Source: an optimization exercise on an open RTL-to-GDS flow (aim: small area). Production flows keep margins and buffers that such runs may drop. Where RTL was checked, it was by simulation tests only, not by an equivalence proof against the original. The RTL of runs 1 to 5 was laid out without a check of its function. Power and IR drop assume default switching activity.

### flow/constraint.sdc
create_clock -name core_clock -period 12.0 [get_ports {clk}]
set_input_delay 2.4000 -clock core_clock [delete_from_list [all_inputs] [get_ports {clk}]]
set_output_delay 2.4000 -clock core_clock [all_outputs]
set_load 0.01 [all_outputs]
### flow/config.mk
export PLATFORM = sky130hd
export DESIGN_NAME = ipc_rx_deframer
export DESIGN_NICKNAME = ipc_rx_deframer
export VERILOG_FILES = /design/flow/design.v
export SDC_FILE = /design/flow/constraint.sdc
export NUM_CORES = 4
export LEC_CHECK = 0
export CAP_MARGIN = 20
export CORE_MARGIN = 2
export CORE_UTILIZATION = 40
export PLACE_DENSITY = 0.6
export SLEW_MARGIN = 20
### flow/design.v
module ipc_rx_deframer (
    input  wire       clk,
    input  wire       rst,         
    input  wire       s_valid,
    output wire       s_ready,
    input  wire [7:0] s_data,
    output reg        m_valid,
    input  wire       m_ready,
    output reg  [7:0] m_data,
    output reg        m_last,
    output reg        hdr_err,     
    output reg        crc_err      
);
    localparam integer K  = 9;           
    localparam integer D  = 16;          
    localparam integer R  = K * D;       
    localparam integer JW = 4;           
    localparam integer OW = 4;           
    localparam [1:0] S_SEARCH = 2'd0, S_PARSE = 2'd1, S_DELIVER = 2'd2;
    localparam [1:0] F_HDR = 2'd0, F_PAY = 2'd1, F_CHI = 2'd2, F_CLO = 2'd3;
    function [15:0] crc_byte;
        input [15:0] acc_in;
        input [7:0]  b;
        integer k;
        reg [15:0] acc;
        begin
            acc = acc_in ^ {b, 8'h00};
            for (k = 0; k < 8; k = k + 1)
                acc = acc[15] ? ((acc << 1) ^ 16'h1021) : (acc << 1);
            crc_byte = acc;
        end
    endfunction
    function [JW+OW-1:0] rot;
        input [JW+OW-1:0] p;
        begin
            if (p[OW-1:0] == D - 1)
                rot = {(p[JW+OW-1:OW] == K - 1) ? {JW{1'b0}} : p[JW+OW-1:OW] + 1'b1, {OW{1'b0}}};
            else
                rot = {p[JW+OW-1:OW], p[OW-1:0] + 1'b1};
        end
    endfunction
    reg  [JW+OW-1:0] hp, cp, tp;       
    reg              full;
    wire wr = s_valid && s_ready;
    assign s_ready = (tp[OW-1:0] == D - 1) && !full;
    reg [8*R-1:0] ring;
    integer s;
    always @(posedge clk) begin
        for (s = 0; s < R; s = s + 1) begin
            if (s % D == 0) begin
                if (wr && tp[JW+OW-1:OW] == ((s / D + K - 1) % K))
                    ring[8*s +: 8] <= s_data;
                else
                    ring[8*s +: 8] <= ring[8*((s + R - 1) % R) +: 8];
            end else begin
                ring[8*s +: 8] <= ring[8*(s - 1) +: 8];
            end
        end
    end
    reg [7:0] rdata;
    integer t;
    always @(*) begin
        rdata = ring[8*(D-1) +: 8];
        for (t = 1; t < K; t = t + 1)
            if (cp[JW+OW-1:OW] == t)
                rdata = ring[8*(t*D + D-1) +: 8];
    end
    reg [1:0]  state;
    reg [1:0]  fld;             
    reg [1:0]  ms;              
    reg [7:0]  idx;             
    reg        hi_nz;           
    reg        chi_ok;          
    reg [15:0] crc;
    wire avail = (cp != tp) || full;
    wire go    = (cp[OW-1:0] == D - 1) && avail;
    wire take  = go && (state != S_DELIVER || !m_valid || m_ready);
    reg [1:0] fld_n;
    reg [7:0] idx_n;
    always @(*) begin
        fld_n = fld;
        idx_n = idx;
        case (fld)
            F_HDR: begin
                if (idx == 8'd6) begin
                    idx_n = rdata;
                    fld_n = (rdata == 8'd0) ? F_CHI : F_PAY;
                end else
                    idx_n = idx + 8'd1;
            end
            F_PAY: begin
                idx_n = idx - 8'd1;
                if (idx == 8'd1) fld_n = F_CHI;
            end
            F_CHI: fld_n = F_CLO;
            default: fld_n = F_HDR;
        endcase
    end
    wire len_bad = hi_nz || (rdata[7] && rdata[6:0] != 7'd0);
    reg drop, jump, cons;
    always @(*) begin
        cons = take;
        drop = take && (state != S_PARSE);
        jump = 1'b0;
        if (take && state == S_PARSE) begin
            if (fld == F_HDR && idx == 8'd6 && len_bad) jump = 1'b1;
            if (fld == F_CLO) jump = 1'b1;    
        end
    end
    wire [JW+OW-1:0] hp_n = drop ? hp : rot(hp);
    wire [JW+OW-1:0] tp_n = wr ? tp : rot(tp);
    wire [JW+OW-1:0] cp_n = jump ? hp_n : (cons ? cp : rot(cp));
    always @(posedge clk) begin
        if (rst) begin
            hp   <= {(JW+OW){1'b0}};
            cp   <= {(JW+OW){1'b0}};
            tp   <= {(JW+OW){1'b0}};
            full <= 1'b0;
        end else begin
            hp <= hp_n;
            cp <= cp_n;
            tp <= tp_n;
            if (wr && !drop)
                full <= (tp_n == hp_n);
            else if (drop && !wr)
                full <= 1'b0;
        end
    end
    always @(posedge clk) begin
        if (rst) begin
            state   <= S_SEARCH;
            fld     <= F_HDR;
            ms      <= 2'd0;
            idx     <= 8'd0;
            hi_nz   <= 1'b0;
            chi_ok  <= 1'b0;
            crc     <= 16'd0;
            m_valid <= 1'b0;
            m_data  <= 8'd0;
            m_last  <= 1'b0;
            hdr_err <= 1'b0;
            crc_err <= 1'b0;
        end else begin
            hdr_err <= 1'b0;
            crc_err <= 1'b0;
            if (m_valid && m_ready)
                m_valid <= 1'b0;
            if (take) begin
                case (state)
                    S_SEARCH: begin
                        if (rdata == 8'hFF)
                            ms <= 2'd1;
                        else if (ms == 2'd1 && rdata == 8'h55)
                            ms <= 2'd2;
                        else begin
                            ms <= 2'd0;
                            if (ms == 2'd2 && rdata == 8'hAA) begin
                                state <= S_PARSE;
                                fld   <= F_HDR;
                                idx   <= 8'd0;
                                crc   <= 16'd0;
                            end
                        end
                    end
                    S_PARSE: begin
                        fld <= fld_n;
                        idx <= idx_n;
                        if (fld == F_HDR || fld == F_PAY)
                            crc <= crc_byte(crc, rdata);
                        if (fld == F_HDR && idx == 8'd5)
                            hi_nz <= (rdata != 8'd0);
                        if (fld == F_CHI)
                            chi_ok <= (rdata == crc[15:8]);
                        if (fld == F_HDR && idx == 8'd6 && len_bad) begin
                            hdr_err <= 1'b1;
                            state   <= S_SEARCH;
                        end
                        if (fld == F_CLO) begin
                            fld <= F_HDR;
                            idx <= 8'd0;
                            if (chi_ok && rdata == crc[7:0])
                                state <= S_DELIVER;
                            else begin
                                crc_err <= 1'b1;
                                state   <= S_SEARCH;
                            end
                        end
                    end
                    default: begin    
                        fld     <= fld_n;
                        idx     <= idx_n;
                        m_valid <= 1'b1;
                        m_data  <= rdata;
                        m_last  <= (fld == F_CLO);
                        if (fld == F_CLO)
                            state <= S_SEARCH;
                    end
                endcase
            end
        end
    end
endmodule
### flow/run.sh
#!/bin/bash
# synth_recipe.tcl (not shown) runs the flow's synth.tcl, then flattens the netlist and writes it again
# the make line also repeats each setting of config.mk as NAME=value (left out here)
make -C /OpenROAD-flow-scripts/flow DESIGN_CONFIG=/design/flow/config.mk WORK_HOME=/design/flow/orfs CLKGATE_MAP_FILE= SYNTH_SCRIPT=/design/flow/synth_recipe.tcl finish
==> results of run 1 <==
## cell usage after synthesis, types with 19 or more instances
| master | n |
|---|---|
| nor2_1 | 75 |
| clkbuf_1 | 22 |
| nor2b_1 | 23 |
| xor2_1 | 25 |
| nor3_1 | 21 |
| xnor2_1 | 29 |
| o21ai_0 | 36 |
| nand3_1 | 19 |
| nand2_1 | 52 |
| mux2_2 | 74 |
| inv_1 | 25 |
| a21oi_1 | 51 |
| dfxtp_1 | 1221 |
## kinds of logic after synthesis
kind of cell / Yosys count
buffers and inverters: 72
xor gates and xnor gates: 55
and+or+nand+nor: 268
muxes: 92
DFF: 1221
AOI/OAI and AO/OA: 198
adders and majority gates: 18
## cells in the final DEF (no fill, tap or decap), drive strengths merged, types with 13 or more instances in the layout
master / n
a21oi: 51
buf: 15
clkbuf: 143
clkdlybuf4s50: 23
clkinv: 24
clkinvlp: 13
dfxtp: 1221
ha: 18
inv: 36
mux2: 74
mux2i: 18
nand2: 53
nand3: 19
nor2: 75
nor2b: 23
nor3: 21
o21ai: 43
xnor2: 29
xor2: 26
## layer usage
layer | global-route usage [%] | up-vias | part of all wire [%]
met5 | 0 | - | 0
met4 | 5.64 | 0 | 2.8
met1 | 17.4 | 6377 | 49
li1 | - | 6598 | -
met3 | 2.80 | 84 | 4.3
met2 | 20.0 | 261 | 44
## final cells by class
type	count	area share, %
clock inverter	55	1.79
clock buffer	143	8.93
timing repair buffer	38	0.994
inverter	25	0.274
tap	959	3.51
multi-input combinational	631	13.1
sequential	1221	71.4
## critical path, delay by kind of cell
| family | cells | cell delay (ns) |
|---|---|---|
| buffers and inverters | 1 | 0.39 |
| AND/OR/NAND/NOR | 6 | 1.87 |
| multiplexers | 1 | 0.31 |
| XOR/XNOR | 1 | 0.12 |
| AO/OA/AOI/OAI | 1 | 0.21 |
## power by group
group	switching (µW)	internal, µW	leakage [µW]	total, µW
combinational	16.3	9.76	0.00196	26.0
sequential	4.35	4050	0.00983	4060
clock	1470	1970	0.00178	3440
total	1490	6030	0.0136	7520
## flip-flops by register name (all words and copies together), names as in the netlist, 8 cells and up
name    count
idx         8
m_data      8
cp          8
hp          8
tp          8
crc        16
ring     1152
## worst paths after layout
path         startpoint         to  slack, ns  cells after the start
max             m_ready       full       7.28                     10
max reg2reg       cp[4]     idx[1]       7.56                     12
min           ring[333]  ring[341]       0.32                      0
min reg2reg   ring[333]  ring[341]       0.32                      0
## stage by stage
step / setup slack (ns) / instance area (µm²) / power (µW) / hold slack [ns] / utilization [%]
after floorplan: 7.39 / 29300 / 4160 / 0.310 / -
after global placement: 6.65 / 30600 / 4180 / 0.310 / 42.0
after detailed placement: 6.65 / 30600 / 4180 / 0.312 / 42.0
after CTS: 7.23 / 34200 / 7620 / 0.316 / 47.1
after global routing: 7.09 / 34200 / 7790 / 0.316 / 47.1
final: 7.28 / 34200 / 7520 / 0.316 / 47.1
==> flow_summary.ini, run 1 <==
[min_path]
hp-class = reg -> reg

[timing]
finalSetupTns_ns = 0
fin_skew_ns = 0.0178
min_period_ns = 4.72
timing.final.hold_violations = 0
setup_violations = 0
tightest_slew_ns = 1.00
rsz0062_at_grt = false
min_period_over_period_pct = 39.4
relSlewSlack_pct = 32.1
slew_viol_final = 0
max_freq_mhz = 212

[synth]
synth_seq_area_share_pct = 83.4
synth_largest_area_cell = dfxtp_1
synth_edf_count = 0
synth_top_family_by_area = simple AND/OR/NAND/NOR gates
synthAdderAreaFrac_pct = 0.769
synth_area_um2 = 29300
yosysUniqueCellTypes = 80
yosysTopAreaCellShare_pct = 83.4
yosysWarningCount = 1
synth_area_leaders = dfxtp_1 (83%), mux2_2 (2.8%), nor2_1 (0.96%)
synthMuxAreaShare_pct = 3.46
ys.flop_type = dfxtp_1
yosys.area_share.simple_pct = 4.72
synth_compound_area_share_pct = 4.68
synth_nets = 1954
synthArstFlopShare_pct = 0
synth_xor_area_share_pct = 1.67
syn_area_per_cell_um2 = 15.2
synth_cells = 1924
ys_seq_elements = 1221

[clock_tree]
numCtsBuffers = 107
clk_path_buf_depth = 3
clock-root-buffer = clkbuf_16
hold_buffers = 0
clk_pin_slew_ns = 0.07
cts_htree_levels = 3
cts.sinks = 1221
cts-resized-gates = 0
cts_setup_buffers = 0
clock_latency_ns = 0.65
tritoncts = yes

[pwr]
power_leakage_uw = 0.0136
ir_drop_mv = 0.129
powerDensity_nw_per_um2 = 220

[worst_setup_path]
cp.arrival_ns = 5.30
path_class = in -> reg
critPathRequiredTime_ns = 12.57
cpMaxStageDelayCell = or4_1
path_cells = clkdlybuf4s50_1 > nand2b_1 > or3b_2 > nand2_1 > or2_1 > and3_1 > mux2i_1 > xor2_1 > or4_1 > o31ai_2
slowest_delay_ns = 0.56
cp-end-kind = flip-flop
startpoint_type = input pin
worstPathMaxFanout = 8

[floorplan]
rows = 99
io_pins = 25
die_area_um2 = 75400
die_h_um = 275
start_util_pct = 40.3
die_w_um = 275
coreArea_um2 = 72700

[cells_and_area]
multi_input_area_um2 = 4480
drive_gt1_share_pct = 13.9
seqCellArea_um2 = 24400
fillers = 6117
diodes = 0
finalNonFillerCells = 3072
nets = 2054
area_delta_synth_final_pct = 16.8

[global_routing]
antenna_found_initial = 0
grt_max_degree = 62
grt_pass1_vias = 13165
grt-ovfl-total = 0
track_usage_pct = 12.9
grt_pass1_wl_um = 74700

[routing]
drtIter0Drc = 798
wl_um = 47900
drcViolationCount = 0
ant_nets = 0
dr.pass1.iters = 5
avgViaCountPerCell = 4.34
vias = 13320
wl_per_cell_um = 15.6

[placement]
dp_cells = 2874
io_buffers = 24
place.gp.congestion = 0.793
dpl.hpwl_um = 28900

[run_status]
status = finished clean

[run]
cap_viol_max_count = 0
==> inputs of run 2 (changes only) <==
--- a/flow/config.mk
+++ b/flow/config.mk
@@ -9,4 +9,7 @@
 export CORE_MARGIN = 2
 export CORE_UTILIZATION = 40
+export CTS_BUF_LIST = sky130_fd_sc_hd__clkbuf_4
+export CTS_CLUSTER_DIAMETER = 40
+export CTS_CLUSTER_SIZE = 12
 export PLACE_DENSITY = 0.6
 export SLEW_MARGIN = 20
==> flow_summary.ini, run 2 <==
[run_status]
status = finished clean

[timing]
slew_viol_final = 0
max_freq_mhz = 197
setup_violations = 0
fin_ws_ns = 6.91
min_period_over_period_pct = 42.4
holdWs_ns = 0.298
timing.final.hold_violations = 0
min_period_ns = 5.09
relSlewSlack_pct = 35.2
tightest_slew_ns = 0.959
finalSetupTns_ns = 0
rsz0062_at_grt = false
fin_skew_ns = 0.0495

[synth]
ys.flop_type = dfxtp_1
synth_area_leaders = dfxtp_1 (83%), mux2_2 (2.8%), nor2_1 (0.96%)
syn_area_per_cell_um2 = 15.2
ys_seq_elements = 1221
synthArstFlopShare_pct = 0
yosysMostFrequentCell = dfxtp_1
synth_area_um2 = 29300
yosysTopAreaCellShare_pct = 83.4
synth_nets = 1954
synth_cells = 1924
synth_seq_area_share_pct = 83.4
synth_top_cells_by_count = dfxtp_1 (1,221), nor2_1 (75), mux2_2 (74)
synth_largest_area_cell = dfxtp_1
synth_edf_count = 0
yosysUniqueCellTypes = 80
yosysWarningCount = 1

[worst_setup_path]
path_class = reg -> out
slowest_delay_ns = 0.60
crit_buf_inv = 1
path_cells = ha_1 > nand3_1 > nor2_1 > clkdlybuf4s50_1
critPathRequiredTime_ns = 9.60
cp-end-kind = output port
cp.arrival_ns = 2.69
worstPathMaxFanout = 6
startpoint_type = flip-flop
crit_family = buffers and inverters
cpMaxStageDelayCell = clkdlybuf4s50_1

[global_routing]
antenna_found_initial = 2
grt-ovfl-total = 0
grt_pass1_vias = 13224
grt_pass1_wl_um = 73700
track_usage_pct = 12.9
grt_max_degree = 62

[clock_tree]
clock_latency_ns = 0.98
clk_pin_slew_ns = 0.11
cts.sinks = 1221
cts_htree_levels = 4
tritoncts = yes
clock-root-buffer = clkbuf_4
clk_path_buf_depth = 3
numCtsBuffers = 134
hold_buffers = 0
cts_setup_buffers = 0
cts-resized-gates = 0

[routing]
avgViaCountPerCell = 4.35
dr.pass1.iters = 5
drcViolationCount = 0
vias = 13347
ant_nets = 0
wl_per_cell_um = 15.3
drtIter0Drc = 722
wl_um = 47000

[cells_and_area]
fillers = 6412
nets = 2081
largest_reg_flops = 1152
drive_gt1_share_pct = 13.8
layout_commonest_cell = dfxtp_1
layout_common_cells = dfxtp_1 (1,221), clkbuf_4 (148), nor2_1 (75)
area_delta_synth_final_pct = 9.67
finalNonFillerCells = 3066

[floorplan]
die_h_um = 275
io_pins = 25
die_w_um = 275
rows = 99
coreArea_um2 = 72700
start_util_pct = 40.3
die_area_um2 = 75400

[placement]
place.gp.congestion = 0.793
io_buffers = 24
dpl_worst_slack_ns = 6.65
dpl.hpwl_um = 28900
dp_cells = 2874

[min_path]
hp-class = reg -> reg

[pwr]
power_leakage_uw = 0.0127
powerDensity_nw_per_um2 = 190
ir_drop_mv = 0.0787

[run]
cap_viol_max_count = 0
run 2: worst register-to-register path, delay by kind of cell, from the launching register on:
family | cells | cell delay, ns
buf+inv | 2 | 0.40
simple gates | 2 | 1.11
flops | 1 | 0.50
compound gates | 7 | 2.03
fa+ha+maj | 1 | 0.31
run 2: worst paths after layout:
path,slack [ns],from,to,cells past startpoint
worst min register to register,0.30,ring[800],ring[808],0
worst min-delay path,0.30,ring[800],ring[808],0
worst max-delay path,6.91,tp[0],s_ready,4
worst max register to register,7.54,cp[4],idx[1],12
run 2: area by class of cell:
type	count	area (µm²)	share of cell area, %
Antenna cell	4	10.0	0.0311
Sequential cell	1221	24400	76.1
Timing Repair Buffer	38	340	1.06
Tap cell	959	1200	3.73
Multi-Input combinational cell	631	4480	13.9
Clock inverter	40	454	1.41
Inverter	25	93.8	0.292
Clock buffer	148	1110	3.46
run 2: kinds of logic (layout without fill, tap and decap cells):
| kind of cell | after synthesis | in the layout | synth area share, % |
|---|---|---|---|
| compound gates | 198 | 198 | 4.68 |
| xor+xnor | 55 | 55 | 1.67 |
| fa+ha+maj | 18 | 18 | 0.769 |
| buf+inv | 72 | 251 | 1.28 |
| flops | 1221 | 1221 | 83.4 |
| mux | 92 | 92 | 3.46 |
| other cells | 0 | 4 | 0 |
| simple gates | 268 | 268 | 4.72 |
run 2: stage by stage:
step                util (%)  total power (µW)  cell area, µm²
global placement        42.0              4180           30600
CTS                     44.2              6190           32100
global route            44.2              6370           32100
detailed placement      42.0              4180           30600
floorplan                  -              4160           29300
finish                  44.2              6090           32100
run 2: layer usage:
layer	global-route usage [%]	share of wire [%]	vias up
met2	19.2	43	264
met5	0	0	-
met1	17.2	49	6349
li1	-	-	6642
met3	3.94	4.5	92
met4	5.95	3.0	0
run 2: report_power, final:
group / switching, µW / total, µW / leakage (µW) / internal (µW)
logic: 16.0 / 25.8 / 0.00196 / 9.77
registers: 4.34 / 4060 / 0.00983 / 4050
clock network: 1230 / 2010 / 0.000900 / 780
==> inputs of run 3 (changes only) <==
--- a/flow/config.mk
+++ b/flow/config.mk
@@ -9,7 +9,7 @@
 export CORE_MARGIN = 2
 export CORE_UTILIZATION = 40
-export CTS_BUF_LIST = sky130_fd_sc_hd__clkbuf_4
-export CTS_CLUSTER_DIAMETER = 40
-export CTS_CLUSTER_SIZE = 12
+export CTS_BUF_LIST = sky130_fd_sc_hd__clkbuf_8
+export CTS_CLUSTER_DIAMETER = 50
+export CTS_CLUSTER_SIZE = 20
 export PLACE_DENSITY = 0.6
 export SLEW_MARGIN = 20
==> flow_summary.ini, run 3 <==
[run_status]
status = finished clean

[clock_tree]
clk_path_buf_depth = 3
tritoncts = yes
clock_latency_ns = 0.69
clock-root-buffer = clkbuf_8
cts_htree_levels = 3
cts-resized-gates = 0
hold_buffers = 0
clk_pin_slew_ns = 0.10
cts.sinks = 1221
numCtsBuffers = 83
cts_setup_buffers = 0

[synth]
synthMuxAreaShare_pct = 3.46
synth_compound_area_share_pct = 4.68
synth_seq_area_share_pct = 83.4
yosysMostFrequentCell = dfxtp_1
synth_xor_area_share_pct = 1.67
synth_top_family_by_area = simple AND/OR/NAND/NOR gates
synth_area_um2 = 29300
synthArstFlopShare_pct = 0
yosysTopAreaCellShare_pct = 83.4
ys_seq_elements = 1221
yosysUniqueCellTypes = 80
synthAdderAreaFrac_pct = 0.769
synth_top_cells_by_count = dfxtp_1 (1,221), nor2_1 (75), mux2_2 (74)
synth_area_leaders = dfxtp_1 (83%), mux2_2 (2.8%), nor2_1 (0.96%)
synth_cells = 1924
synth_edf_count = 0
syn_area_per_cell_um2 = 15.2
yosysWarningCount = 1
ys.flop_type = dfxtp_1
yosys.area_share.simple_pct = 4.72
synth_largest_area_cell = dfxtp_1
synth_nets = 1954

[timing]
min_period_ns = 4.77
max_freq_mhz = 210
setup_violations = 0
tightest_slew_ns = 0.938
slew_viol_final = 0
relSlewSlack_pct = 37.5
fin_skew_ns = 0.0228
finalSetupTns_ns = 0
timing.final.hold_violations = 0
rsz0062_at_grt = false
holdWs_ns = 0.320
min_period_over_period_pct = 39.8

[pwr]
ir_drop_mv = 0.0723
power_leakage_uw = 0.0127
powerDensity_nw_per_um2 = 191

[worst_setup_path]
crit_family = buffers and inverters
cp.arrival_ns = 2.37
worstPathMaxFanout = 6
cp-end-kind = output port
startpoint = tp[0]
rr_startpoint = cp[4]
r2r_slack_ns = 7.53
cpMaxStageDelayCell = clkdlybuf4s50_1
path_class = reg -> out
path_cells = ha_1 > nand3_1 > nor2_1 > clkdlybuf4s50_1
slowest_delay_ns = 0.59
startpoint_type = flip-flop
crit_buf_inv = 1
critPathRequiredTime_ns = 9.60

[floorplan]
coreArea_um2 = 72700
die_h_um = 275
die_w_um = 275
start_util_pct = 40.3
die_area_um2 = 75400
rows = 99
io_pins = 25

[cells_and_area]
layout_common_cells = dfxtp_1 (1,221), clkbuf_8 (90), nor2_1 (75)
largest_reg_flops = 1152
final_cell_area_um2 = 32300
drive_gt1_share_pct = 11.6
area_delta_synth_final_pct = 10.3
layout_commonest_cell = dfxtp_1
nets = 2030
fillers = 6358
final_util_pct = 44.4

[global_routing]
grt-ovfl-total = 0
antenna_found_initial = 1
grt_pass1_vias = 12759
grt_max_degree = 62
track_usage_pct = 12.5
grt_pass1_wl_um = 72400

[routing]
dr.pass1.iters = 5
avgViaCountPerCell = 4.34
wl_um = 46400
drcViolationCount = 0
drtIter0Drc = 662
vias = 13056
wl_per_cell_um = 15.4
ant_nets = 0

[min_path]
hp-start = ring[477]
hp-class = reg -> reg

[run]
cap_viol_max_count = 0

[placement]
io_buffers = 24
dpl_cell_area_um2 = 30600
place.gp.congestion = 0.793
dpl.hpwl_um = 28900
run 3: worst reg2reg max path: cells and delay by family (launching register included):
| kind | cells | cell delay (ns) |
|---|---|---|
| compound gates | 7 | 2.05 |
| simple gates | 2 | 1.10 |
| fa+ha+maj | 1 | 0.31 |
| flops | 1 | 0.51 |
| buf+inv | 2 | 0.40 |
run 3: per-layer routing:
layer  track usage, %  wire [µm]
met3             2.34       1780
met4             5.68       1390
met5                0          0
met2             19.2      20200
met1             17.2      23100
run 3: report_power, final:
part           leakage, µW  switching, µW  internal, µW  total [µW]
Clock             0.000883           1260           846        2100
Sequential         0.00983           4.30          4050        4060
Combinational      0.00196           16.1          9.75        25.9
run 3: metrics by stage:
stage          setup WS, ns  power (µW)  instances
2_1_floorplan          7.39        4160       1924
3_3_place_gp           6.65        4180       2874
3_5_place_dp           6.65        4180       2874
4_1_cts                7.14        6270       3008
5_1_grt                7.03        6430       3008
6_report               7.23        6190       3009
run 3: area by class of cell:
type                       count  area, µm²  area share (%)
clock inverter                44        504            1.56
timing repair buffer          38        340            1.05
clock buffer                  90       1240            3.83
multi-input combinational    631       4480            13.9
sequential                  1221      24400            75.7
inverter                      25       93.8           0.290
tap                          959       1200            3.71
antenna                        1       2.50         0.00775
run 3: logic make-up (layout without fill, tap and decap cells):
family / count (synthesis) / after routing
DFF: 1221 / 1221
and+or+nand+nor: 268 / 268
AOI/OAI and AO/OA: 198 / 198
muxes: 92 / 92
buffers and inverters: 72 / 197
xor gates and xnor gates: 55 / 55
adders and majority gates: 18 / 18
other: 0 / 1
run 3: worst paths after layout:
check               to  depth (start not counted)
min          ring[485]                          0
max reg2reg     idx[1]                         12
min reg2reg  ring[485]                          0
max            s_ready                          4
==> inputs of run 4 (changes only) <==
--- a/flow/design.v
+++ b/flow/design.v
@@ -12,9 +12,10 @@
     output reg        crc_err      
 );
-    localparam integer K  = 9;           
-    localparam integer D  = 16;          
-    localparam integer R  = K * D;       
-    localparam integer JW = 4;           
-    localparam integer OW = 4;           
+    localparam integer K  = 6;           
+    localparam integer D  = 23;          
+    localparam integer DL = 22;
+    localparam integer R  = (K - 1) * D + DL;    
+    localparam integer JW = 3;           
+    localparam integer OW = 5;           
     localparam [1:0] S_SEARCH = 2'd0, S_PARSE = 2'd1, S_DELIVER = 2'd2;
     localparam [1:0] F_HDR = 2'd0, F_PAY = 2'd1, F_CHI = 2'd2, F_CLO = 2'd3;
@@ -31,8 +32,17 @@
         end
     endfunction
+    function at_tap;
+        input [JW+OW-1:0] p;
+        begin
+            if (p[JW+OW-1:OW] == K - 1)
+                at_tap = (p[OW-1:0] == DL - 1);
+            else
+                at_tap = (p[OW-1:0] == D - 1);
+        end
+    endfunction
     function [JW+OW-1:0] rot;
         input [JW+OW-1:0] p;
         begin
-            if (p[OW-1:0] == D - 1)
+            if (at_tap(p))
                 rot = {(p[JW+OW-1:OW] == K - 1) ? {JW{1'b0}} : p[JW+OW-1:OW] + 1'b1, {OW{1'b0}}};
             else
@@ -42,6 +52,17 @@
     reg  [JW+OW-1:0] hp, cp, tp;       
     reg              full;
-    wire wr = s_valid && s_ready;
-    assign s_ready = (tp[OW-1:0] == D - 1) && !full;
+    reg       ib_v;
+    reg [7:0] ib;
+    wire wr     = ib_v && at_tap(tp) && !full;      
+    assign s_ready = !ib_v || wr;
+    wire accept = s_valid && s_ready;
+    always @(posedge clk) begin
+        if (rst)
+            ib_v <= 1'b0;
+        else
+            ib_v <= accept || (ib_v && !wr);
+        if (accept)
+            ib <= s_data;
+    end
     reg [8*R-1:0] ring;
     integer s;
@@ -50,5 +71,5 @@
             if (s % D == 0) begin
                 if (wr && tp[JW+OW-1:OW] == ((s / D + K - 1) % K))
-                    ring[8*s +: 8] <= s_data;
+                    ring[8*s +: 8] <= ib;
                 else
                     ring[8*s +: 8] <= ring[8*((s + R - 1) % R) +: 8];
@@ -64,5 +85,5 @@
         for (t = 1; t < K; t = t + 1)
             if (cp[JW+OW-1:OW] == t)
-                rdata = ring[8*(t*D + D-1) +: 8];
+                rdata = ring[8*((t == K - 1) ? R - 1 : t*D + D-1) +: 8];
     end
     reg [1:0]  state;
@@ -74,5 +95,5 @@
     reg [15:0] crc;
     wire avail = (cp != tp) || full;
-    wire go    = (cp[OW-1:0] == D - 1) && avail;
+    wire go    = at_tap(cp) && avail;
     wire take  = go && (state != S_DELIVER || !m_valid || m_ready);
     reg [1:0] fld_n;
--- a/flow/config.mk
+++ b/flow/config.mk
@@ -8,8 +8,8 @@
 export CAP_MARGIN = 20
 export CORE_MARGIN = 2
-export CORE_UTILIZATION = 40
+export CORE_UTILIZATION = 60
 export CTS_BUF_LIST = sky130_fd_sc_hd__clkbuf_8
 export CTS_CLUSTER_DIAMETER = 50
 export CTS_CLUSTER_SIZE = 20
-export PLACE_DENSITY = 0.6
+export PLACE_DENSITY = 0.75
 export SLEW_MARGIN = 20
==> flow_summary.ini, run 4 <==
[synth]
synth_cells = 1813
synth_seq_area_share_pct = 84.6
ys_seq_elements = 1174
yosysMostFrequentCell = dfxtp_1
synth_edf_count = 8
yosysUniqueCellTypes = 76
synth_area_um2 = 27900
synthArstFlopShare_pct = 0
yosysTopAreaCellShare_pct = 83.8
synth_largest_area_cell = dfxtp_1
synth_nets = 1835
synth_top_cells_by_count = dfxtp_1 (1,166), nor2_1 (68), a21oi_1 (62)
yosysWarningCount = 1
ys.flop_type = dfxtp_1
synth_area_leaders = dfxtp_1 (84%), mux2_2 (1.9%), xnor2_1 (1.3%)
syn_area_per_cell_um2 = 15.4

[floorplan]
io_pins = 25
coreArea_um2 = 45600
die_w_um = 219
die_h_um = 219
start_util_pct = 61.1
rows = 78
die_area_um2 = 48200

[global_routing]
grt_max_degree = 75
grt-ovfl-total = 0
antenna_found_initial = 1
grt_pass1_vias = 11731
grt_use_met1_pct = 25.2
grt_use_met2_pct = 24.3
track_usage_pct = 17.1
grt_pass1_wl_um = 62900
grt-busiest-layer = met1
grt_util_met3_pct = 3.99

[pwr]
powerDensity_nw_per_um2 = 192
pwr-share-clk_pct = 31.6
p_sw_uw = 1160
comb_power_share_pct = 0.6
swShare_pct = 20.0
ir_drop_mv = 0.195
power_leakage_uw = 0.0117
power.internal_uw = 4620
seqPwrFrac_pct = 67.7

[worst_setup_path]
critPathRequiredTime_ns = 9.60
cp-end-kind = output port
cp.arrival_ns = 2.74
worstPathMaxFanout = 8
startpoint_type = flip-flop
path_class = reg -> out

[clock_tree]
clk_pin_slew_ns = 0.11
cts_setup_buffers = 0
cts-resized-gates = 0
cts_htree_levels = 3
clock-root-buffer = clkbuf_8
clk_path_buf_depth = 3
tritoncts = yes
hold_buffers = 0
cts.sinks = 1174
clock_latency_ns = 0.68
numCtsBuffers = 75

[placement]
dpl.hpwl_um = 24600
io_buffers = 24
dp_cells = 2394
place.gp.congestion = 0.807

[cells_and_area]
layout_commonest_cell = dfxtp_1
finalNonFillerCells = 2499
largest_reg_flops = 1096
layout_common_cells = dfxtp_1 (1,166), clkbuf_8 (76), nor2_1 (68)
diodes = 0
nets = 1893
area_delta_synth_final_pct = 7.74
drive_gt1_share_pct = 9.16

[timing]
tightest_slew_ns = 0.927
fin_skew_ns = 0.0395
slew_viol_final = 0
min_period_over_period_pct = 42.9
finalSetupTns_ns = 0
timing.final.hold_violations = 0
min_period_ns = 5.14
max_freq_mhz = 194
rsz0062_at_grt = false
setup_violations = 0
relSlewSlack_pct = 38.0

[routing]
wl_per_cell_um = 15.9
drtIter0Drc = 646
avgViaCountPerCell = 4.81
wl_um = 39700
dr.pass1.iters = 5
drcViolationCount = 0
vias = 12010
ant_nets = 0

[min_path]
hp-class = reg -> reg

[run_status]
status = finished clean

[run]
cap_viol_max_count = 0
-- run 4: cell types whose count changed after synthesis, moves of 11 or more --
cell,before,now
a21oi_1,51,62
dfxtp_1,1221,1166
nand3_1,19,31
xnor2_1,29,40
o21ai_0,36,21
mux2_2,74,47
-- run 4: cells by family (layout without fill, tap and decap cells) --
logic type | after synthesis | after routing | synth area share (%)
adder cells (fa/ha/maj) | 10 | 10 | 0.449
multiplexers | 68 | 68 | 2.65
buffers and inverters | 64 | 150 | 1.08
AND/OR/NAND/NOR | 280 | 280 | 5.42
flip-flops | 1174 | 1174 | 84.6
AO/OA/AOI/OAI | 156 | 156 | 3.83
XOR/XNOR | 61 | 61 | 1.92
-- run 4: metrics by stage --
step                hold WS [ns]  util [%]  total power, µW  area (µm²)  worst slack [ns]
floorplan                  0.310         -             4020       27900              7.76
global placement           0.310      62.8             4040       28600              6.76
detailed placement         0.312      62.8             4040       28600              6.75
CTS                        0.325      65.9             5840       30000              6.78
global route               0.320      65.9             5990       30000              6.64
finish                     0.323      65.9             5770       30000              6.86
-- run 4: worst paths after layout --
kind | start | cells after the start | to | slack [ns]
setup / recovery | tp[5] | 5 | s_ready | 6.86
hold / removal | ring[321] | 0 | ring[329] | 0.32
setup reg to reg | cp[6] | 11 | crc[1] | 7.79
hold reg to reg | ring[321] | 0 | ring[329] | 0.32
-- run 4: cell type report --
cell class / count / area, µm²
Clock buffer: 76 / 1050
Sequential cell: 1174 / 23600
Timing Repair Buffer: 29 / 273
Clock inverter: 29 / 329
Fill cell: 3129 / 15600
Inverter: 16 / 60.1
Tap cell: 600 / 751
Multi-Input combinational cell: 575 / 3980
-- run 4: power groups by stage --
stage          clock network (µW)  registers, µW  logic, µW
3_5_place_dp                    0           4000       36.3
3_3_place_gp                    0           4000       36.1
2_1_floorplan                   0           4000       26.6
5_1_grt                      2040           3910       40.0
4_1_cts                      1890           3910       36.6
6_report                     1830           3910       36.2
-- run 4: worst max-delay path: stages, from the launching register on --
cell and delay [ns]:
dfxtp_1 0.48, nand3b_1 0.24, mux2i_1 0.21, or3_1 0.43, nand2_1 0.15, clkdlybuf4s50_1 0.55
-- run 4: per-layer routing --
layer	vias up	wire length, µm	share of wire (%)
met3	97	1580	4.0
li1	6004	-	-
met1	5693	20300	51
met2	216	16600	42
met4	0	1250	3.1
met5	-	0	0
==> inputs of run 5 (changes only) <==
==> flow/config.mk (replaced) <==
export PLATFORM = sky130hd
export DESIGN_NAME = ipc_rx_deframer
export DESIGN_NICKNAME = ipc_rx_deframer
export VERILOG_FILES = /design/flow/design.v
export SDC_FILE = /design/flow/constraint.sdc
export NUM_CORES = 4
export LEC_CHECK = 0
export CAP_MARGIN = 20
export CORE_MARGIN = 2
export CORE_UTILIZATION = 40
export CTS_BUF_LIST = sky130_fd_sc_hd__clkbuf_4
export CTS_CLUSTER_DIAMETER = 40
export CTS_CLUSTER_SIZE = 12
export PLACE_DENSITY = 0.6
export SLEW_MARGIN = 20
==> flow_summary.ini, run 5 <==
[run_status]
status = finished clean

[synth]
synth_edf_count = 8
synth_largest_area_cell = dfxtp_1
synth_top_cells_by_count = dfxtp_1 (1,166), nor2_1 (68), a21oi_1 (62)
yosysUniqueCellTypes = 76
ys.flop_type = dfxtp_1
synth_area_um2 = 27900
yosysMostFrequentCell = dfxtp_1
syn_area_per_cell_um2 = 15.4
synth_area_leaders = dfxtp_1 (84%), mux2_2 (1.9%), xnor2_1 (1.3%)
yosysWarningCount = 1
synth_nets = 1835
synth_cells = 1813
yosysTopAreaCellShare_pct = 83.8
ys_seq_elements = 1174
synthArstFlopShare_pct = 0
synth_seq_area_share_pct = 84.6

[clock_tree]
clk_path_buf_depth = 3
cts_htree_levels = 4
numCtsBuffers = 130
clock-root-buffer = clkbuf_4
clock_latency_ns = 0.97
cts.sinks = 1174
cts_setup_buffers = 0
tritoncts = yes
hold_buffers = 0
cts-resized-gates = 0
clk_pin_slew_ns = 0.11

[pwr]
power_leakage_uw = 0.0118
p_total_uw = 5910
ir_drop_mv = 0.0706
powerDensity_nw_per_um2 = 193

[placement]
dpl.hpwl_um = 24100
io_buffers = 24
place.gp.congestion = 0.756

[global_routing]
grt_pass1_wl_um = 66200
grt_max_degree = 75
track_usage_pct = 12.0
grt-ovfl-total = 0
grt_pass1_vias = 12528
antenna_found_initial = 2

[routing]
avgViaCountPerCell = 4.25
drtIter0Drc = 665
wl_um = 41200
vias = 12399
ant_nets = 0
drcViolationCount = 0
dr.pass1.iters = 5
wl_per_cell_um = 14.1

[cells_and_area]
layout_commonest_cell = dfxtp_1
layout_common_cells = dfxtp_1 (1,166), clkbuf_4 (149), nor2_1 (67)
drive_gt1_share_pct = 13.2
largest_reg_flops = 1096
nets = 1947
area_delta_synth_final_pct = 9.92

[timing]
fin_skew_ns = 0.0483
slew_viol_final = 0
min_period_ns = 5.48
relSlewSlack_pct = 28.4
min_period_over_period_pct = 45.7
setup_violations = 0
tightest_slew_ns = 1.07
timing.final.hold_violations = 0
rsz0062_at_grt = false
max_freq_mhz = 182
finalSetupTns_ns = 0

[worst_setup_path]
worstPathMaxFanout = 8
startpoint_type = flip-flop
critPathRequiredTime_ns = 9.60
cp.arrival_ns = 3.08
cp-end-kind = output port
path_class = reg -> out

[floorplan]
start_util_pct = 40.5
io_pins = 25
rows = 96
die_h_um = 268
die_w_um = 268
die_area_um2 = 71800
coreArea_um2 = 68800

[run]
cap_viol_max_count = 0

[min_path]
hp-class = reg -> reg
[run 5: changes by cell type in the layout (fill, tap and decap cells not counted), sizes merged]
| cell | change |
|---|---|
| clkbuf | +73 |
| inv | -3 |
| diode | +8 |
| clkinvlp | +1 |
| buf | -1 |
| clkinv | +5 |
| bufinv | +4 |
[run 5: cell type report]
class / instances / area, µm²
diodes: 8 / 20.0
clock buffers: 149 / 1120
clock inverters: 36 / 435
fillers: 6118 / 38200
inverters: 16 / 60.1
multi-input cells: 575 / 3980
flip-flops and latches: 1174 / 23600
well taps: 931 / 1160
repair buffers: 28 / 265
[run 5: layer usage]
metal / vias up / share of wire [%] / global-route usage [%]
met5: - / 0 / 0
met2: 242 / 41 / 16.7
met3: 92 / 5.7 / 4.15
li1: 6199 / - / -
met4: 0 / 2.7 / 6.18
met1: 5866 / 51 / 16.3
[run 5: per-stage QoR]
| stage | cells | util (%) | area, µm² | worst slack, ns | hold slack [ns] |
|---|---|---|---|---|---|
| global placement | 2724 | 42.2 | 29100 | 6.79 | 0.310 |
| detailed placement | 2724 | 42.2 | 29100 | 6.78 | 0.312 |
| global route | 2917 | 44.5 | 30600 | 6.25 | 0.296 |
| CTS | 2909 | 44.5 | 30600 | 6.36 | 0.295 |
| finish | 2917 | 44.5 | 30600 | 6.52 | 0.298 |
| floorplan | 1813 | - | 27900 | 7.76 | 0.310 |
[run 5: power by group]
part	switching, µW	leakage (µW)	total [µW]	internal [µW]
clock	1180	0.000898	1960	779
combinational	21.2	0.00146	37.0	15.8
sequential	8.08	0.00947	3910	3900
[run 5: cell families (layout without fill, tap and decap cells)]
family	after synthesis	in the layout	synth area share [%]
XOR/XNOR	61	61	1.92
flip-flops	1174	1174	84.6
AO/OA/AOI/OAI	156	156	3.83
multiplexers	68	68	2.65
buffers and inverters	64	229	1.08
adder cells (fa/ha/maj)	10	10	0.449
AND/OR/NAND/NOR	280	280	5.42
other	0	8	0
[run 5: critical path: stages (launching register included)]
cell and delay (ns):
dfxtp_1 0.48, nand3b_1 0.26, mux2i_1 0.23, or3_1 0.43, nand2_1 0.17, clkdlybuf4s50_1 0.55
[run 5: final timing paths]
path	start	to	slack (ns)	cells after the start
max	tp[5]	s_ready	6.52	5
min	ring[233]	ring[241]	0.30	0
max reg2reg	cp[6]	crc[10]	7.68	10
min reg2reg	ring[233]	ring[241]	0.30	0
==> inputs of run 6 (changes only) <==
==> flow/design.v (replaced) <==
module ipc_rx_deframer (
    input  wire       clk,
    input  wire       rst,         
    input  wire       s_valid,
    output wire       s_ready,
    input  wire [7:0] s_data,
    output reg        m_valid,
    input  wire       m_ready,
    output reg  [7:0] m_data,
    output reg        m_last,
    output reg        hdr_err,     
    output reg        crc_err      
);
    localparam [15:0] MAX_LEN = 16'd128;
    localparam [1:0] S_SCAN = 2'd0,    
                     S_OUT  = 2'd1;    
    function [15:0] crc_byte;
        input [15:0] acc_in;
        input [7:0]  b;
        integer k;
        reg [15:0] acc;
        begin
            acc = acc_in ^ {b, 8'h00};
            for (k = 0; k < 8; k = k + 1)
                acc = acc[15] ? ((acc << 1) ^ 16'h1021) : (acc << 1);
            crc_byte = acc;
        end
    endfunction
    reg [7:0] mem [0:255];
    reg [7:0] head;             
    reg [8:0] count;            
    wire       push = s_valid && s_ready;
    assign s_ready = (count != 9'd256);
    reg [1:0]  state;
    reg [7:0]  idx;             
    reg [7:0]  len_hi;
    reg [7:0]  len;             
    reg [15:0] crc;
    wire [7:0] rd_addr = head + idx;
    wire [7:0] rdata   = mem[rd_addr];
    wire       avail   = ({1'b0, idx} < count);
    wire [15:0] len_field = {len_hi, rdata};
    wire [7:0]  crc_pos   = len + 8'd10;           
    wire [7:0]  last_pos  = len + 8'd11;           
    reg        drop;
    reg  [7:0] drop_n;
    always @(*) begin
        drop   = 1'b0;
        drop_n = 8'd1;
        if (state == S_SCAN && avail) begin
            case (idx)
                8'd0: drop = (rdata != 8'hFF);
                8'd1: drop = (rdata != 8'h55);
                8'd2: drop = (rdata != 8'hAA);
                8'd9: drop = (len_field > MAX_LEN);
                default: begin
                    if (idx == crc_pos)
                        drop = (rdata != crc[15:8]);
                    else if (idx == last_pos)
                        drop = (rdata != crc[7:0]);
                end
            endcase
        end else if (state == S_OUT && m_valid && m_ready && m_last) begin
            drop   = 1'b1;
            drop_n = last_pos + 8'd1;
        end
    end
    always @(posedge clk) begin
        if (push)
            mem[head + count[7:0]] <= s_data;
    end
    always @(posedge clk) begin
        if (rst) begin
            head  <= 8'd0;
            count <= 9'd0;
        end else begin
            if (drop)
                head <= head + drop_n;
            count <= count + {8'd0, push} - (drop ? {1'b0, drop_n} : 9'd0);
        end
    end
    always @(posedge clk) begin
        if (rst) begin
            state     <= S_SCAN;
            idx       <= 8'd0;
            len_hi    <= 8'd0;
            len       <= 8'd0;
            crc       <= 16'd0;
            m_valid   <= 1'b0;
            m_data    <= 8'd0;
            m_last    <= 1'b0;
            hdr_err   <= 1'b0;
            crc_err   <= 1'b0;
        end else begin
            hdr_err <= 1'b0;
            crc_err <= 1'b0;
            case (state)
                S_SCAN: begin
                    if (avail) begin
                        if (drop) begin
                            idx <= 8'd0;
                            if (idx == 8'd9)
                                hdr_err <= 1'b1;
                            else if (idx > 8'd9)
                                crc_err <= 1'b1;
                        end else begin
                            idx <= idx + 8'd1;
                            if (idx == 8'd2)
                                crc <= 16'd0;
                            if (idx >= 8'd3 && idx < crc_pos && !(idx == 8'd9 && len_field > MAX_LEN))
                                crc <= crc_byte(crc, rdata);
                            if (idx == 8'd8)
                                len_hi <= rdata;
                            if (idx == 8'd9)
                                len <= rdata;
                            if (idx == last_pos && idx > 8'd9) begin
                                state <= S_OUT;
                                idx   <= 8'd3;
                            end
                        end
                    end
                end
                S_OUT: begin
                    if (m_valid && m_ready && m_last) begin
                        m_valid <= 1'b0;
                        m_last  <= 1'b0;
                        state   <= S_SCAN;
                        idx     <= 8'd0;
                    end else if (!m_valid || m_ready) begin
                        m_valid <= 1'b1;
                        m_data  <= rdata;
                        m_last  <= (idx == last_pos);
                        idx     <= idx + 8'd1;
                    end
                end
                default: state <= S_SCAN;
            endcase
        end
    end
endmodule
--- a/flow/config.mk
+++ b/flow/config.mk
@@ -9,7 +9,4 @@
 export CORE_MARGIN = 2
 export CORE_UTILIZATION = 40
-export CTS_BUF_LIST = sky130_fd_sc_hd__clkbuf_4
-export CTS_CLUSTER_DIAMETER = 40
-export CTS_CLUSTER_SIZE = 12
 export PLACE_DENSITY = 0.6
 export SLEW_MARGIN = 20
==> flow_summary.ini, run 6 <==
[synth]
ys.flop_type = edfxtp_1
synth_edf_count = 2048
synth_top_cells_by_count = edfxtp_1 (2,048), mux4_2 (517), nand2_1 (339)
syn_area_per_cell_um2 = 19.3
yosysUniqueCellTypes = 101
synth_nets = 4550
ys_seq_elements = 2118
synthArstFlopShare_pct = 0
yosysTopAreaCellShare_pct = 71.1
synth_area_um2 = 86400
synth_area_leaders = edfxtp_1 (71%), mux4_2 (13%), dfxtp_1 (1.6%)
synth_largest_area_cell = edfxtp_1
yosysWarningCount = 1
synth_cells = 4474
synth_seq_area_share_pct = 72.8
yosysMostFrequentCell = edfxtp_1

[clock_tree]
clk_path_buf_depth = 3
cts.sinks = 2118
cts_htree_levels = 4
numCtsBuffers = 205
cts-resized-gates = 0
cts_setup_buffers = 0
tritoncts = yes
clock_latency_ns = 0.89
hold_buffers = 0
clk_pin_slew_ns = 0.07
clock-root-buffer = clkbuf_16

[run_status]
status = finished clean

[pwr]
powerDensity_nw_per_um2 = 233
ir_drop_mv = 0.201
power_leakage_uw = 0.0301

[cells_and_area]
area_delta_synth_final_pct = 11.6
drive_gt1_share_pct = 21.2
layout_common_cells = edfxtp_1 (2,048), mux4_2 (517), nor2_1 (327)
largest_reg_flops = 2048
layout_commonest_cell = edfxtp_1
fillers = 18059
finalNonFillerCells = 7560
nets = 4620

[timing]
max_freq_mhz = 101
min_period_over_period_pct = 82.5
relSlewSlack_pct = 15.0
min_period_ns = 9.90
timing.final.hold_violations = 0
rsz0062_at_grt = false
finalSetupTns_ns = 0
holdWs_ns = 0.466
setup_violations = 0
fin_skew_ns = 0.0778
slew_viol_final = 0
tightest_slew_ns = 1.27

[worst_setup_path]
path_class = reg -> reg
slowest_delay_ns = 1.46
worstPathMaxFanout = 38
crit_family = compound AO/OA/AOI/OAI gates
crit_buf_inv = 3
cp-end-kind = flip-flop
critPathRequiredTime_ns = 12.73
cpMaxStageDelayCell = fa_4
startpoint_type = flip-flop
cp.arrival_ns = 10.63

[floorplan]
die_w_um = 469
coreArea_um2 = 215000
rows = 170
die_area_um2 = 220000
start_util_pct = 40.3
io_pins = 25
die_h_um = 469

[routing]
drtIter0Drc = 5889
wl_per_cell_um = 30.6
dr.pass1.iters = 6
wl_um = 231000
drcViolationCount = 0
ant_nets = 0
vias = 44811
avgViaCountPerCell = 5.93

[global_routing]
track_usage_pct = 21.1
grt-ovfl-total = 0
grt_max_degree = 166
grt_pass1_vias = 44701
antenna_found_initial = 4
grt_pass1_wl_um = 333000

[placement]
place.gp.congestion = 0.864
dp_cells = 7173
dpl.hpwl_um = 138000
io_buffers = 24

[min_path]
hp-class = reg -> reg

[run]
cap_viol_max_count = 0
[run 6: changes by cell type after synthesis, moves of 41 or more]
cell      change
mux4_2      +517
clkbuf_1     +55
dfxtp_1    -1096
mux2_2       -41
ha_1         +50
edfxtp_1   +2040
nor2_1      +261
buf_2        +63
nand2_1     +291
[run 6: per-stage QoR]
step | total power, µW | instance area, µm² | utilization, % | setup slack, ns
after global placement | 16100 | 89600 | 41.7 | 2.37
after global routing | 23300 | 96400 | 44.9 | 1.81
after CTS | 22600 | 96400 | 44.9 | 2.18
final | 22400 | 96400 | 44.9 | 2.10
after detailed placement | 16100 | 89600 | 41.7 | 2.26
after floorplan | 14100 | 86400 | - | 4.95
[run 6: kinds of logic (layout without fill, tap and decap cells)]
| kind of cell | count (synthesis) | in the layout | synth area share (%) |
|---|---|---|---|
| adders and majority gates | 64 | 64 | 0.961 |
| and+or+nand+nor | 942 | 942 | 4.87 |
| muxes | 579 | 579 | 14.9 |
| xor gates and xnor gates | 92 | 92 | 0.980 |
| DFF | 2118 | 2118 | 72.8 |
| AOI/OAI and AO/OA | 363 | 363 | 3.26 |
| buffers and inverters | 316 | 562 | 2.29 |
| other | 0 | 2 | 0 |
[run 6: power breakdown]
group / internal, µW / switching (µW) / total [µW]
clock network: 3650 / 2860 / 6510
logic: 3360 / 4280 / 7650
registers: 8230 / 59.1 / 8290
total: 15200 / 7200 / 22400
[run 6: cell type report]
cell class | count | area (µm²) | share of cell area, %
clock buffers | 263 | 5390 | 5.59
diodes | 2 | 5.00 | 0.00519
multi-input cells | 2040 | 21700 | 22.5
well taps | 2838 | 3550 | 3.68
flip-flops and latches | 2118 | 62900 | 65.2
clock inverters | 120 | 1400 | 1.45
repair buffers | 127 | 1270 | 1.31
inverters | 52 | 195 | 0.202
[run 6: per-layer routing]
metal	share of wire (%)	track usage, %	up-vias
met3	8.8	4.69	372
met4	3.3	6.90	2
met5	0.028	0.346	-
li1	-	-	18402
met2	46	32.1	2094
met1	42	30.2	23941
[run 6: final timing paths]
path                            slack (ns)  depth (start not counted)  startpoint        end
worst max-delay path                  2.10                         28      idx[1]   count[8]
worst min-delay path                  0.47                          2   m_data[0]  m_data[0]
worst max register to register        2.10                         28      idx[1]   count[8]
worst min register to register        0.47                          2   m_data[0]  m_data[0]
[run 6: worst reg2reg max path: cells and delay by family, from the launching register on]
kind / cells / cell delay, ns
flip-flops: 1 / 0.53
adder cells (fa/ha/maj): 4 / 2.46
AND/OR/NAND/NOR: 7 / 2.04
AO/OA/AOI/OAI: 12 / 3.46
XOR/XNOR: 1 / 0.13
multiplexers: 1 / 0.37
buffers and inverters: 3 / 0.78

re-timing with driven ports:
In the flow no input, the clock included, has a driving cell. The finished layouts below were timed again as built, in two steps. Step 1 assumes that a clkbuf_16 drives the clock port and a buf_2 every other input. Step 2 adds t to the input delays and takes it off the output delays; t is the mean of the earliest and latest rising clock arrival at the registers after step 1. Input paths then give back, and output paths get back, about the clock's delay inside the block. Three values: ideal ports, drivers, drivers and shift; two values: the first two.
run	t (ns)	setup slack, ns	worst setup path at the end
run 1	0.707	7.275 / 7.220 / 6.606	input to register
run 2	1.004	6.912 / 6.854 / 6.609	input to register
run 3	0.732	7.229 / 7.171 / 6.609	input to register
run 4	0.708	6.857 / 6.807 / 6.778	input to register
run 5	0.996	6.517 / 6.464 / 6.753	input to register
run 6	0.949	2.099 / 2.099 / 2.099	register to register
After both steps every run listed still meets setup and hold. The setup slack of run 1, which loses most, moves by -0.055 ns with the drivers and by -0.669 ns with both steps.
